This is an optimization exercise on Yosys and OpenROAD, whose aim is a short achievable clock period and few clock cycles, not a production implementation. In this exercise RTL edits were held to simulation tests only and were not proved equivalent to the original. Power figures rest on the tool's default switching activity, not on a simulated workload.

===== constraint.sdc =====
create_clock -name core_clock -period 12.0 [get_ports {clk}]
set_input_delay 2.4000 -clock core_clock [delete_from_list [all_inputs] [get_ports {clk}]]
set_output_delay 2.4000 -clock core_clock [all_outputs]
set_load 0.01 [all_outputs]

===== design.v =====
module tau800_alu (
    input  wire [5:0] op,
    input  wire [5:0] s,
    input  wire [5:0] d,
    input  wire       cin,
    output reg  [5:0] res,
    output reg        n,
    output reg        v,
    output reg        z,
    output reg        c,
    output reg        wr_nvz,    
    output reg        wr_c,      
    output reg        skip       
);
    wire [6:0]  add_r  = {1'b0, d} + {1'b0, s} + {6'b0, cin};
    wire [6:0]  sub_r  = {1'b0, d} + {1'b0, ~s} + {6'b0, cin};
    wire [11:0] prod_u = d * s;
    wire signed [11:0] prod_s = $signed({{6{d[5]}}, d}) * $signed({{6{s[5]}}, s});
    always @(*) begin
        res    = 6'd0;
        c      = cin;
        wr_nvz = 1'b1;
        wr_c   = 1'b0;
        skip   = 1'b0;
        case (op)
            6'h01: res = s;                          
            6'h03: res = d;                          
            6'h04: res = s;                          
            6'h10: begin res = add_r[5:0]; c = add_r[6]; wr_c = 1'b1; end   
            6'h11, 6'h20: begin res = sub_r[5:0]; c = sub_r[6]; wr_c = 1'b1; end  
            6'h12: res = prod_u[5:0];                
            6'h13: res = prod_u[11:6];               
            6'h14: res = prod_s[11:6];               
            6'h15: begin if (s == 6'd0) skip = 1'b1; else res = d / s; end  
            6'h16: begin if (s == 6'd0) skip = 1'b1; else res = d % s; end  
            6'h17, 6'h21: res = d & s;               
            6'h18: res = d | s;                      
            6'h19: res = d ^ s;                      
            6'h1a: res = ~d;                         
            6'h1b: begin res = {d[4:0], 1'b0}; c = d[5]; wr_c = 1'b1; end  
            6'h1c, 6'h1d: res = {cin, d[5:1]};       
            6'h1e: res = d + 6'd1;                   
            6'h1f: res = d - 6'd1;                   
            default: wr_nvz = 1'b0;
        endcase
        n = res[5];
        z = (res == 6'd0);
        v = wr_c && (op != 6'h1b) ? (c ^ res[5]) : res[5];
    end
endmodule
module tau800_decode (
    input  wire [5:0] op,
    output reg        known,
    output reg  [2:0] fmt,       
    output reg  [1:0] dst_role   
);
    localparam F_N = 3'd0, F_J = 3'd1, F_R = 3'd2, F_U = 3'd3, F_B = 3'd4;
    localparam RD = 2'd0, WR = 2'd1, RMW = 2'd2;
    always @(*) begin
        known    = 1'b1;
        fmt      = F_N;
        dst_role = RD;
        case (op)
            6'h00, 6'h38, 6'h39, 6'h3e, 6'h3f: fmt = F_N;
            6'h30, 6'h37:                      fmt = F_J;
            6'h31, 6'h32, 6'h33, 6'h34, 6'h35, 6'h36: fmt = F_R;
            6'h03: begin fmt = F_U; dst_role = RD;  end
            6'h04: begin fmt = F_U; dst_role = WR;  end
            6'h1a, 6'h1b, 6'h1c, 6'h1d, 6'h1e, 6'h1f: begin fmt = F_U; dst_role = RMW; end
            6'h01: begin fmt = F_B; dst_role = WR;  end
            6'h10, 6'h11, 6'h12, 6'h13, 6'h14, 6'h15, 6'h16,
            6'h17, 6'h18, 6'h19:               begin fmt = F_B; dst_role = RMW; end
            6'h20, 6'h21:                      begin fmt = F_B; dst_role = RD;  end
            default: known = 1'b0;
        endcase
    end
endmodule
module tau800_core (
    input  wire        clk,
    input  wire        rst,         
    output reg         mem_req,
    output reg         mem_we,
    output reg  [11:0] mem_addr,
    output reg  [5:0]  mem_wdata,
    input  wire        mem_ack,
    input  wire [5:0]  mem_rdata,
    output reg         halted,
    output reg  [2:0]  fault,
    output wire [5:0]  reg_a,
    output wire [5:0]  reg_bh,
    output wire [5:0]  reg_bl,
    output wire [5:0]  reg_ch,
    output wire [5:0]  reg_cl,
    output wire [5:0]  reg_x,
    output wire [11:0] pc_o,
    output wire [11:0] sp_o,
    output wire [3:0]  flags_o      
);
    localparam [11:0] PC_RESET = 12'h080;
    localparam [11:0] SP_RESET = 12'h03F;
    localparam F_N = 3'd0, F_J = 3'd1, F_R = 3'd2, F_B = 3'd4;
    localparam RD = 2'd0, WR = 2'd1;
    localparam K_REG = 3'd0, K_ABS = 3'd1, K_ABSX = 3'd2, K_IND = 3'd3, K_IMM = 3'd4;
    localparam FLT_OPCODE = 3'd1, FLT_KIND = 3'd2, FLT_IMMDST = 3'd3,
               FLT_TIMM = 3'd4, FLT_REG = 3'd5, FLT_TIME = 3'd6;
    localparam [4:0]
        S_FETCH  = 5'd0,  S_DECODE = 5'd1,  S_MODE   = 5'd2,  S_MCHK   = 5'd3,
        S_PAY_LO = 5'd4,  S_PAY_HI = 5'd5,  S_T_LO   = 5'd6,  S_T_HI   = 5'd7,
        S_RES    = 5'd8,  S_PTR_LO = 5'd9,  S_PTR_HI = 5'd10, S_OPRD   = 5'd11,
        S_POP    = 5'd12, S_ALU    = 5'd13, S_WR     = 5'd14, S_PUSH   = 5'd15,
        S_EXEC_N = 5'd16, S_J_LO   = 5'd17, S_J_HI   = 5'd18, S_EXEC_J = 5'd19,
        S_CAL_LO = 5'd20, S_CAL_HI = 5'd21, S_RET_HI = 5'd22, S_RET_LO = 5'd23,
        S_R_OFF  = 5'd24, S_EXEC_R = 5'd25, S_HALT   = 5'd26;
    reg [4:0]  state;
    reg [5:0]  regs [0:5];
    reg [11:0] pc, sp, pc_start;
    reg        fn, fv, fz, fc;
    reg [5:0]  op, mode, t_lo, wres;
    reg [11:0] tgt;
    reg        opi;                 
    reg [2:0]  kind [0:1];
    reg [11:0] pay  [0:1];
    reg [11:0] addr [0:1];
    reg [5:0]  val  [0:1];
    assign reg_a   = regs[0];
    assign reg_bh  = regs[1];
    assign reg_bl  = regs[2];
    assign reg_ch  = regs[3];
    assign reg_cl  = regs[4];
    assign reg_x   = regs[5];
    assign pc_o    = pc;
    assign sp_o    = sp;
    assign flags_o = {fn, fv, fz, fc};
    wire       known;
    wire [2:0] fmt;
    wire [1:0] dst_role;
    tau800_decode u_dec (.op(op), .known(known), .fmt(fmt), .dst_role(dst_role));
    wire       is_b   = (fmt == F_B);
    wire [4:0] code   = mode[4:0];
    wire       t_bit  = mode[5];
    wire [4:0] b_src5 = code % 5'd5;
    wire [4:0] b_dst5 = code / 5'd5;
    wire [2:0] b_src  = b_src5[2:0];
    wire [2:0] b_dst  = b_dst5[2:0];
    wire [5:0] alu_res;
    wire       alu_n, alu_v, alu_z, alu_c, alu_wr_nvz, alu_wr_c, alu_skip;
    tau800_alu u_alu (
        .op(op), .s(val[0]), .d(val[1]), .cin(fc),
        .res(alu_res), .n(alu_n), .v(alu_v), .z(alu_z), .c(alu_c),
        .wr_nvz(alu_wr_nvz), .wr_c(alu_wr_c), .skip(alu_skip)
    );
    reg br_taken;
    always @(*) begin
        case (op)
            6'h31:   br_taken = ~fc;
            6'h32:   br_taken =  fc;
            6'h33:   br_taken = ~fz;
            6'h34:   br_taken =  fz;
            6'h35:   br_taken = ~fn;
            6'h36:   br_taken =  fn;
            default: br_taken = 1'b0;
        endcase
    end
    wire need_read = (opi == 1'b0) || (dst_role != WR);
    always @(*) begin
        mem_req   = 1'b0;
        mem_we    = 1'b0;
        mem_addr  = pc;
        mem_wdata = 6'd0;
        case (state)
            S_FETCH, S_MODE, S_PAY_LO, S_PAY_HI, S_T_LO, S_T_HI,
            S_J_LO, S_J_HI, S_R_OFF: begin
                mem_req  = 1'b1;
                mem_addr = pc;
            end
            S_PTR_LO: begin mem_req = 1'b1; mem_addr = pay[opi]; end
            S_PTR_HI: begin mem_req = 1'b1; mem_addr = pay[opi] + 12'd1; end
            S_OPRD:   begin mem_req = 1'b1; mem_addr = addr[opi]; end
            S_POP, S_RET_HI, S_RET_LO: begin
                mem_req  = 1'b1;
                mem_addr = sp + 12'd1;
            end
            S_WR: begin
                mem_req = 1'b1; mem_we = 1'b1; mem_addr = addr[1]; mem_wdata = wres;
            end
            S_PUSH: begin
                mem_req = 1'b1; mem_we = 1'b1; mem_addr = sp; mem_wdata = val[1];
            end
            S_CAL_LO: begin
                mem_req = 1'b1; mem_we = 1'b1; mem_addr = sp; mem_wdata = pc[5:0];
            end
            S_CAL_HI: begin
                mem_req = 1'b1; mem_we = 1'b1; mem_addr = sp; mem_wdata = pc[11:6];
            end
            default: ;
        endcase
    end
    wire xfer = mem_req && mem_ack;
    integer i;
    always @(posedge clk) begin
        if (rst) begin
            state  <= S_FETCH;
            pc     <= PC_RESET;
            sp     <= SP_RESET;
            for (i = 0; i < 6; i = i + 1) regs[i] <= 6'd0;
            fn <= 1'b0; fv <= 1'b0; fz <= 1'b0; fc <= 1'b0;
            halted <= 1'b0;
            fault  <= 3'd0;
        end else begin
            case (state)
                S_FETCH: if (xfer) begin
                    op       <= mem_rdata;
                    pc_start <= pc;
                    pc       <= pc + 12'd1;
                    state    <= S_DECODE;
                end
                S_DECODE: begin
                    if (!known) begin
                        halted <= 1'b1; fault <= FLT_OPCODE; pc <= pc_start; state <= S_HALT;
                    end else begin
                        case (fmt)
                            F_N:     state <= S_EXEC_N;
                            F_J:     state <= S_J_LO;
                            F_R:     state <= S_R_OFF;
                            default: state <= S_MODE;
                        endcase
                    end
                end
                S_MODE: if (xfer) begin
                    mode  <= mem_rdata;
                    pc    <= pc + 12'd1;
                    state <= S_MCHK;
                end
                S_MCHK: begin
                    if (is_b) begin
                        kind[0] <= b_src;
                        kind[1] <= b_dst;
                    end else begin
                        kind[0] <= K_IMM;
                        kind[1] <= code[2:0];
                    end
                    opi   <= is_b ? 1'b0 : 1'b1;
                    state <= S_PAY_LO;
                    if ((is_b && code > 5'd24) || (!is_b && code > 5'd4)) begin
                        halted <= 1'b1; fault <= FLT_KIND; pc <= pc_start; state <= S_HALT;
                    end else if ((is_b ? b_dst : code[2:0]) == K_IMM && dst_role != RD) begin
                        halted <= 1'b1; fault <= FLT_IMMDST; pc <= pc_start; state <= S_HALT;
                    end else if (t_bit && (is_b ? (b_src == K_IMM && b_dst == K_IMM)
                                                : (code[2:0] == K_IMM))) begin
                        halted <= 1'b1; fault <= FLT_TIMM; pc <= pc_start; state <= S_HALT;
                    end
                end
                S_PAY_LO: if (xfer) begin
                    pc <= pc + 12'd1;
                    pay[opi] <= {6'd0, mem_rdata};
                    if (kind[opi] == K_REG && mem_rdata > 6'd5) begin
                        halted <= 1'b1; fault <= FLT_REG; pc <= pc_start; state <= S_HALT;
                    end else if (kind[opi] == K_ABS || kind[opi] == K_ABSX || kind[opi] == K_IND) begin
                        state <= S_PAY_HI;
                    end else if (opi == 1'b0) begin
                        opi <= 1'b1;
                    end else if (t_bit) begin
                        state <= S_T_LO;
                    end else begin
                        opi   <= is_b ? 1'b0 : 1'b1;
                        state <= S_RES;
                    end
                end
                S_PAY_HI: if (xfer) begin
                    pc <= pc + 12'd1;
                    pay[opi][11:6] <= mem_rdata;
                    if (opi == 1'b0) begin
                        opi   <= 1'b1;
                        state <= S_PAY_LO;
                    end else if (t_bit) begin
                        state <= S_T_LO;
                    end else begin
                        opi   <= is_b ? 1'b0 : 1'b1;
                        state <= S_RES;
                    end
                end
                S_T_LO: if (xfer) begin
                    pc    <= pc + 12'd1;
                    t_lo  <= mem_rdata;
                    state <= S_T_HI;
                end
                S_T_HI: if (xfer) begin
                    pc <= pc + 12'd1;
                    if ({mem_rdata, t_lo} != 12'd0) begin
                        halted <= 1'b1; fault <= FLT_TIME; pc <= pc_start; state <= S_HALT;
                    end else begin
                        opi   <= is_b ? 1'b0 : 1'b1;
                        state <= S_RES;
                    end
                end
                S_RES: begin
                    case (kind[opi])
                        K_REG:  val[opi] <= regs[pay[opi][2:0]];
                        K_IMM: val[opi] <= pay[opi][5:0];
                        K_ABS:  addr[opi] <= pay[opi];
                        K_ABSX: addr[opi] <= pay[opi] + {6'd0, regs[5]};
                        default: ;
                    endcase
                    if (kind[opi] == K_IND)
                        state <= S_PTR_LO;
                    else if ((kind[opi] == K_ABS || kind[opi] == K_ABSX) && need_read)
                        state <= S_OPRD;
                    else if (opi == 1'b0) begin
                        opi   <= 1'b1;
                        state <= S_RES;
                    end else
                        state <= (op == 6'h04) ? S_POP : S_ALU;
                end
                S_PTR_LO: if (xfer) begin
                    addr[opi][5:0] <= mem_rdata;
                    state <= S_PTR_HI;
                end
                S_PTR_HI: if (xfer) begin
                    addr[opi][11:6] <= mem_rdata;
                    if (need_read)
                        state <= S_OPRD;
                    else if (opi == 1'b0) begin
                        opi   <= 1'b1;
                        state <= S_RES;
                    end else
                        state <= (op == 6'h04) ? S_POP : S_ALU;
                end
                S_OPRD: if (xfer) begin
                    val[opi] <= mem_rdata;
                    if (opi == 1'b0) begin
                        opi   <= 1'b1;
                        state <= S_RES;
                    end else
                        state <= (op == 6'h04) ? S_POP : S_ALU;
                end
                S_POP: if (xfer) begin
                    sp     <= sp + 12'd1;
                    val[0] <= mem_rdata;
                    state  <= S_ALU;
                end
                S_ALU: begin
                    state <= S_FETCH;
                    if (!alu_skip) begin
                        if (alu_wr_nvz) begin
                            fn <= alu_n; fv <= alu_v; fz <= alu_z;
                        end
                        if (alu_wr_c) fc <= alu_c;
                        if (op == 6'h03) begin
                            state <= S_PUSH;
                        end else if (dst_role != RD) begin
                            if (kind[1] == K_REG)
                                regs[pay[1][2:0]] <= alu_res;
                            else begin
                                wres  <= alu_res;
                                state <= S_WR;
                            end
                        end
                    end
                end
                S_WR: if (xfer) state <= S_FETCH;
                S_PUSH: if (xfer) begin
                    sp    <= sp - 12'd1;
                    state <= S_FETCH;
                end
                S_EXEC_N: begin
                    state <= S_FETCH;
                    case (op)
                        6'h38: fc <= 1'b0;                   
                        6'h39: fc <= 1'b1;                   
                        6'h3e: begin                         
                            pc     <= pc_start;
                            halted <= 1'b1;
                            state  <= S_HALT;
                        end
                        6'h3f: state <= S_RET_HI;            
                        default: ;                           
                    endcase
                end
                S_J_LO: if (xfer) begin
                    pc       <= pc + 12'd1;
                    tgt[5:0] <= mem_rdata;
                    state    <= S_J_HI;
                end
                S_J_HI: if (xfer) begin
                    pc        <= pc + 12'd1;
                    tgt[11:6] <= mem_rdata;
                    state     <= S_EXEC_J;
                end
                S_EXEC_J: begin
                    if (op == 6'h37)
                        state <= S_CAL_LO;
                    else begin
                        pc    <= tgt;
                        state <= S_FETCH;
                    end
                end
                S_CAL_LO: if (xfer) begin
                    sp    <= sp - 12'd1;
                    state <= S_CAL_HI;
                end
                S_CAL_HI: if (xfer) begin
                    sp    <= sp - 12'd1;
                    pc    <= tgt;
                    state <= S_FETCH;
                end
                S_RET_HI: if (xfer) begin
                    sp        <= sp + 12'd1;
                    tgt[11:6] <= mem_rdata;
                    state     <= S_RET_LO;
                end
                S_RET_LO: if (xfer) begin
                    sp    <= sp + 12'd1;
                    pc    <= {tgt[11:6], mem_rdata};
                    state <= S_FETCH;
                end
                S_R_OFF: if (xfer) begin
                    pc    <= pc + 12'd1;
                    tgt   <= {6'd0, mem_rdata};
                    state <= S_EXEC_R;
                end
                S_EXEC_R: begin
                    if (br_taken)
                        pc <= pc + {{6{tgt[5]}}, tgt[5:0]};
                    state <= S_FETCH;
                end
                default: ;    
            endcase
        end
    end
endmodule

===== run.sh =====
#!/bin/bash
# synth_recipe.tcl (not shown) runs the flow's synth.tcl, then flattens the netlist and writes it again
# the make line also repeats each setting of config.mk as NAME=value (left out here)
make -C /OpenROAD-flow-scripts/flow DESIGN_CONFIG=/design/flow/config.mk WORK_HOME=/design/flow/orfs CLKGATE_MAP_FILE= SYNTH_SCRIPT=/design/flow/synth_recipe.tcl finish

===== config.mk =====
export PLATFORM = sky130hd
export DESIGN_NAME = tau800_core
export DESIGN_NICKNAME = tau800_core
export VERILOG_FILES = /design/flow/design.v
export SDC_FILE = /design/flow/constraint.sdc
export NUM_CORES = 4
export LEC_CHECK = 0
export CAP_MARGIN = 20
export CORE_MARGIN = 2
export CORE_UTILIZATION = 40
export PLACE_DENSITY = 0.6
export SLEW_MARGIN = 20

==> qor.txt <==
Status: timing/DRC/antenna clean
MaxCap Viol Count: 0
Number of diodes: 0
R2r worst-path depth: 36
Ys Warns: 7
Initial antenna violation count: 1
Routed wl met3: 5.09 mm
Startpoint Class: register
Syn_nets: 2104
Final hold viol count: 0
GPL Wtd Cong: 0.963
CP max FO: 13
Total CTS buffers: 24
Initial Util: 0.406
Setup-failing EPs final: 0
Post-synth ARST share: 0
Min-delay src: fault[2]
Via count: 15895
Netlist cell types: 87
DIE AREA: 44500 µm²
Comb pwr share: 0.391
# DRC: 0
Post_cts resized: 0
Critical Path RT: 12.48 ns
Hold-fix buffer count after cts: 0
PortBufs: 96
Metal-1 WL: 27.3 mm
Synth top area cells: edfxtp_1 (29%), ha_1 (7.7%), fa_1 (5.3%), dfxtp_1 (5.1%), nand2_1 (4.5%)
Seq pwr share: 0.325
Worst setup EP type: register
Clock latency on the worst-skew pair: 0.56 ns
Die Wd: 211 µm
WL final: 59.7 mm
Clock root cell: clkbuf_16
Largest net degree at the start of global routing: 38
Proportion of layout cells with a drive suffix above 1: 0.0625
Avg WL per Cell: 23.4 µm
Final design utilization: 0.462
R2r setup slk: 1.47 ns
Buffer depth of the longest clock path: 3
Net Switching: 1120 µW
Crit path kind: register to register
Placed Area: 18600 µm²
Register bit total from synthesis: 207
Yosys top cell by area: edfxtp_1
Worst Skew: 0.0339 ns
RR Startpoint: val[0][0]
Crit-path max cell delay: 0.87 ns
# clock sinks: 207
Detail Route Antenna Nets: 0
FMAX: 95.0 MHz
CP arrival: 11.01 ns
Number of setup buffers added after CTS: 0
WL met2: 25.3 mm
Initial DRC Count: 1797
Mapped Area: 17100 µm²
Clk pwr share: 0.284
Total gr overflow: 0
I/O pin cnt: 97
Worst-path clk slew: 0.06 ns
Synth-to-layout area growth: 13.8%
Commonest cells after routing, fill and taps aside: nand2_1 (207), nor2_1 (193), edfxtp_1 (163)
Vias in the first global route: 15151
Sequential area share after synthesis: 0.337
Setup WS post-layout: 1.47 ns
Pwr/cell area: 149 nW/µm²
Core area: 42100 µm²
CTS tree: built
Slowest cell on the critical path: o21ai_0
GRT Overall Usage: 0.266
Hold path depth: 2
Top_reg_cell synth: edfxtp_1
Int Power: 1790 µW
Max VDD drop: 95.8 µV
Mapped Cells: 1945
Via density: 6.22
Average size of a mapped cell: 8.80 µm²
Hold Path Class: register to register
Relative slew slack: 0.218
First-pass GRT wire length: 91.7 mm
Rows: 75
Die height: 211 µm
Slew @ Worst Pin: 1.14 ns
H-tree depth: 1
Switching Share: 0.385
Most used cell, CP: ha_1
Pre-antenna DRT Iters: 6
Post-synth EDFFs: 163
Fin crit share: 0.877
Top Metal Used: met4
Max Transition Viols Final: 0
Leakage: 0.00742 µW
Layout Nets: 2157
Setup TNS after final layout: 0 ns
Total power: 2900 µW
Yosys top cell area share: 0.286
Most common cell after layout, fill and taps aside: nand2_1
Post-Layout Inst Area: 19500 µm²
Post-route minimum period: 10.53 ns
HPWL after DPL: 44.2 mm
RSZ-0062 raised after global routing: no
WHS Endpoint: fault[2]
RR Endpoint: fz
Place WS: 1.81 ns
[metal layers]
metal	vias to the layer above	track usage
li1	7296	-
met1	7687	0.398
met2	787	0.395
met3	125	0.0410
met4	0	0.0814
met5	-	0
[synthesized netlist by cell type (all sizes together), types with 14 or more instances]
library cell and instances:
a21o 18, and2 19, o211ai 14, xnor2 51
nand2b 23, o21ai 88, buf 22, inv 110
a31oi 32, a211oi 22, o22ai 17, o31ai 19
xor2 29, and3 25, dfxtp 44, o21a 17
edfxtp 163, mux2i 36, nor2 193, clkbuf 83
a221oi 19, fa 45, a21oi 136, ha 105
nor4 17, nand2 207, nand3 53, nor3 66
nor2b 30
[worst max path at each step]
stage                   start         end  slack (ns)  cells after the start
finish              val[0][0]          fz        1.47                     36
global route        val[0][5]          fz        0.56                     34
CTS                 val[0][0]  regs[7][4]        1.75                     34
detailed placement  val[0][0]  regs[5][4]        1.81                     35
global placement    val[0][5]  regs[5][4]        2.23                     36
floorplan           val[0][5]          fz        3.62                     36
[registers in the layout, indices dropped and copies added (netlist names), 3 cells and up, named ones only]
name and flops:
addr 24, fault 3, fmt 3, kind 6, mode 6, op 6
pay 24, pc 12, pc_start 12, regs 48, sp 12, state 5
t_lo 6, tgt 12, val 12, wres 6
[critical path, delay by kind of cell (launching register included)]
kind                       cells  cell delay (ns)
DFF                            1             0.72
adders and majority gates      6             1.95
buffers and inverters          1             0.30
and+or+nand+nor                9             2.17
AOI/OAI and AO/OA             20             5.26
[logic make-up after synthesis]
| logic type | after synthesis | synth area share |
|---|---|---|
| DFF | 207 | 0.337 |
| buffers and inverters | 220 | 0.0513 |
| AOI/OAI and AO/OA | 518 | 0.204 |
| adders and majority gates | 150 | 0.129 |
| and+or+nand+nor | 718 | 0.203 |
| xor gates and xnor gates | 80 | 0.0409 |
| muxes | 52 | 0.0342 |
[power groups by stage]
stage | registers [µW] | logic, µW | clock network, µW
2_1_floorplan | 915 | 742 | 0
3_3_place_gp | 954 | 1100 | 0
3_5_place_dp | 955 | 1110 | 0
4_1_cts | 941 | 1120 | 831
5_1_grt | 951 | 1230 | 858
6_report | 944 | 1140 | 824
[stage by stage]
stage | instances | hold WS (ns)
global route | 2555 | 0.513
global placement | 2509 | 0.479
CTS | 2554 | 0.486
floorplan | 1945 | 0.474
detailed placement | 2510 | 0.478
finish | 2555 | 0.490
[layout make-up]
class                      count  area, µm²
clock buffer                  32        671
clock inverter                12        213
fill                        3994      22700
inverter                     115        432
multi-input combinational   1518      10500
sequential                   207       5780
tap                          539        674
timing repair buffer         132       1230
Testbench counts, summed over its fixed seeds: cycles 792,431.

afterwards: timing with drivers on the ports:
How much do the figures lean on ideal ports? The routed layout below was timed once more, with nothing changed but the port constraints.
Step 1, drivers: a clkbuf_16 drives clk and a buf_2 each remaining input, both assumed.
Step 2 also shifts input and output timing later by t, the mid clock arrival at the registers, as if the neighbouring blocks saw the same clock.
Three values: ideal ports, drivers, drivers and shift; two values: the first two.
shift t [ns]: 0.603
setup WS [ns]: 1.471 / 1.471 / 1.471
worst setup path at the end: register to register
pins driven straight from the clock port: 1
After both steps this run still meets setup and hold. For this run, drivers alone change the setup slack by 0.000 ns; drivers and shift together by 0.000 ns.
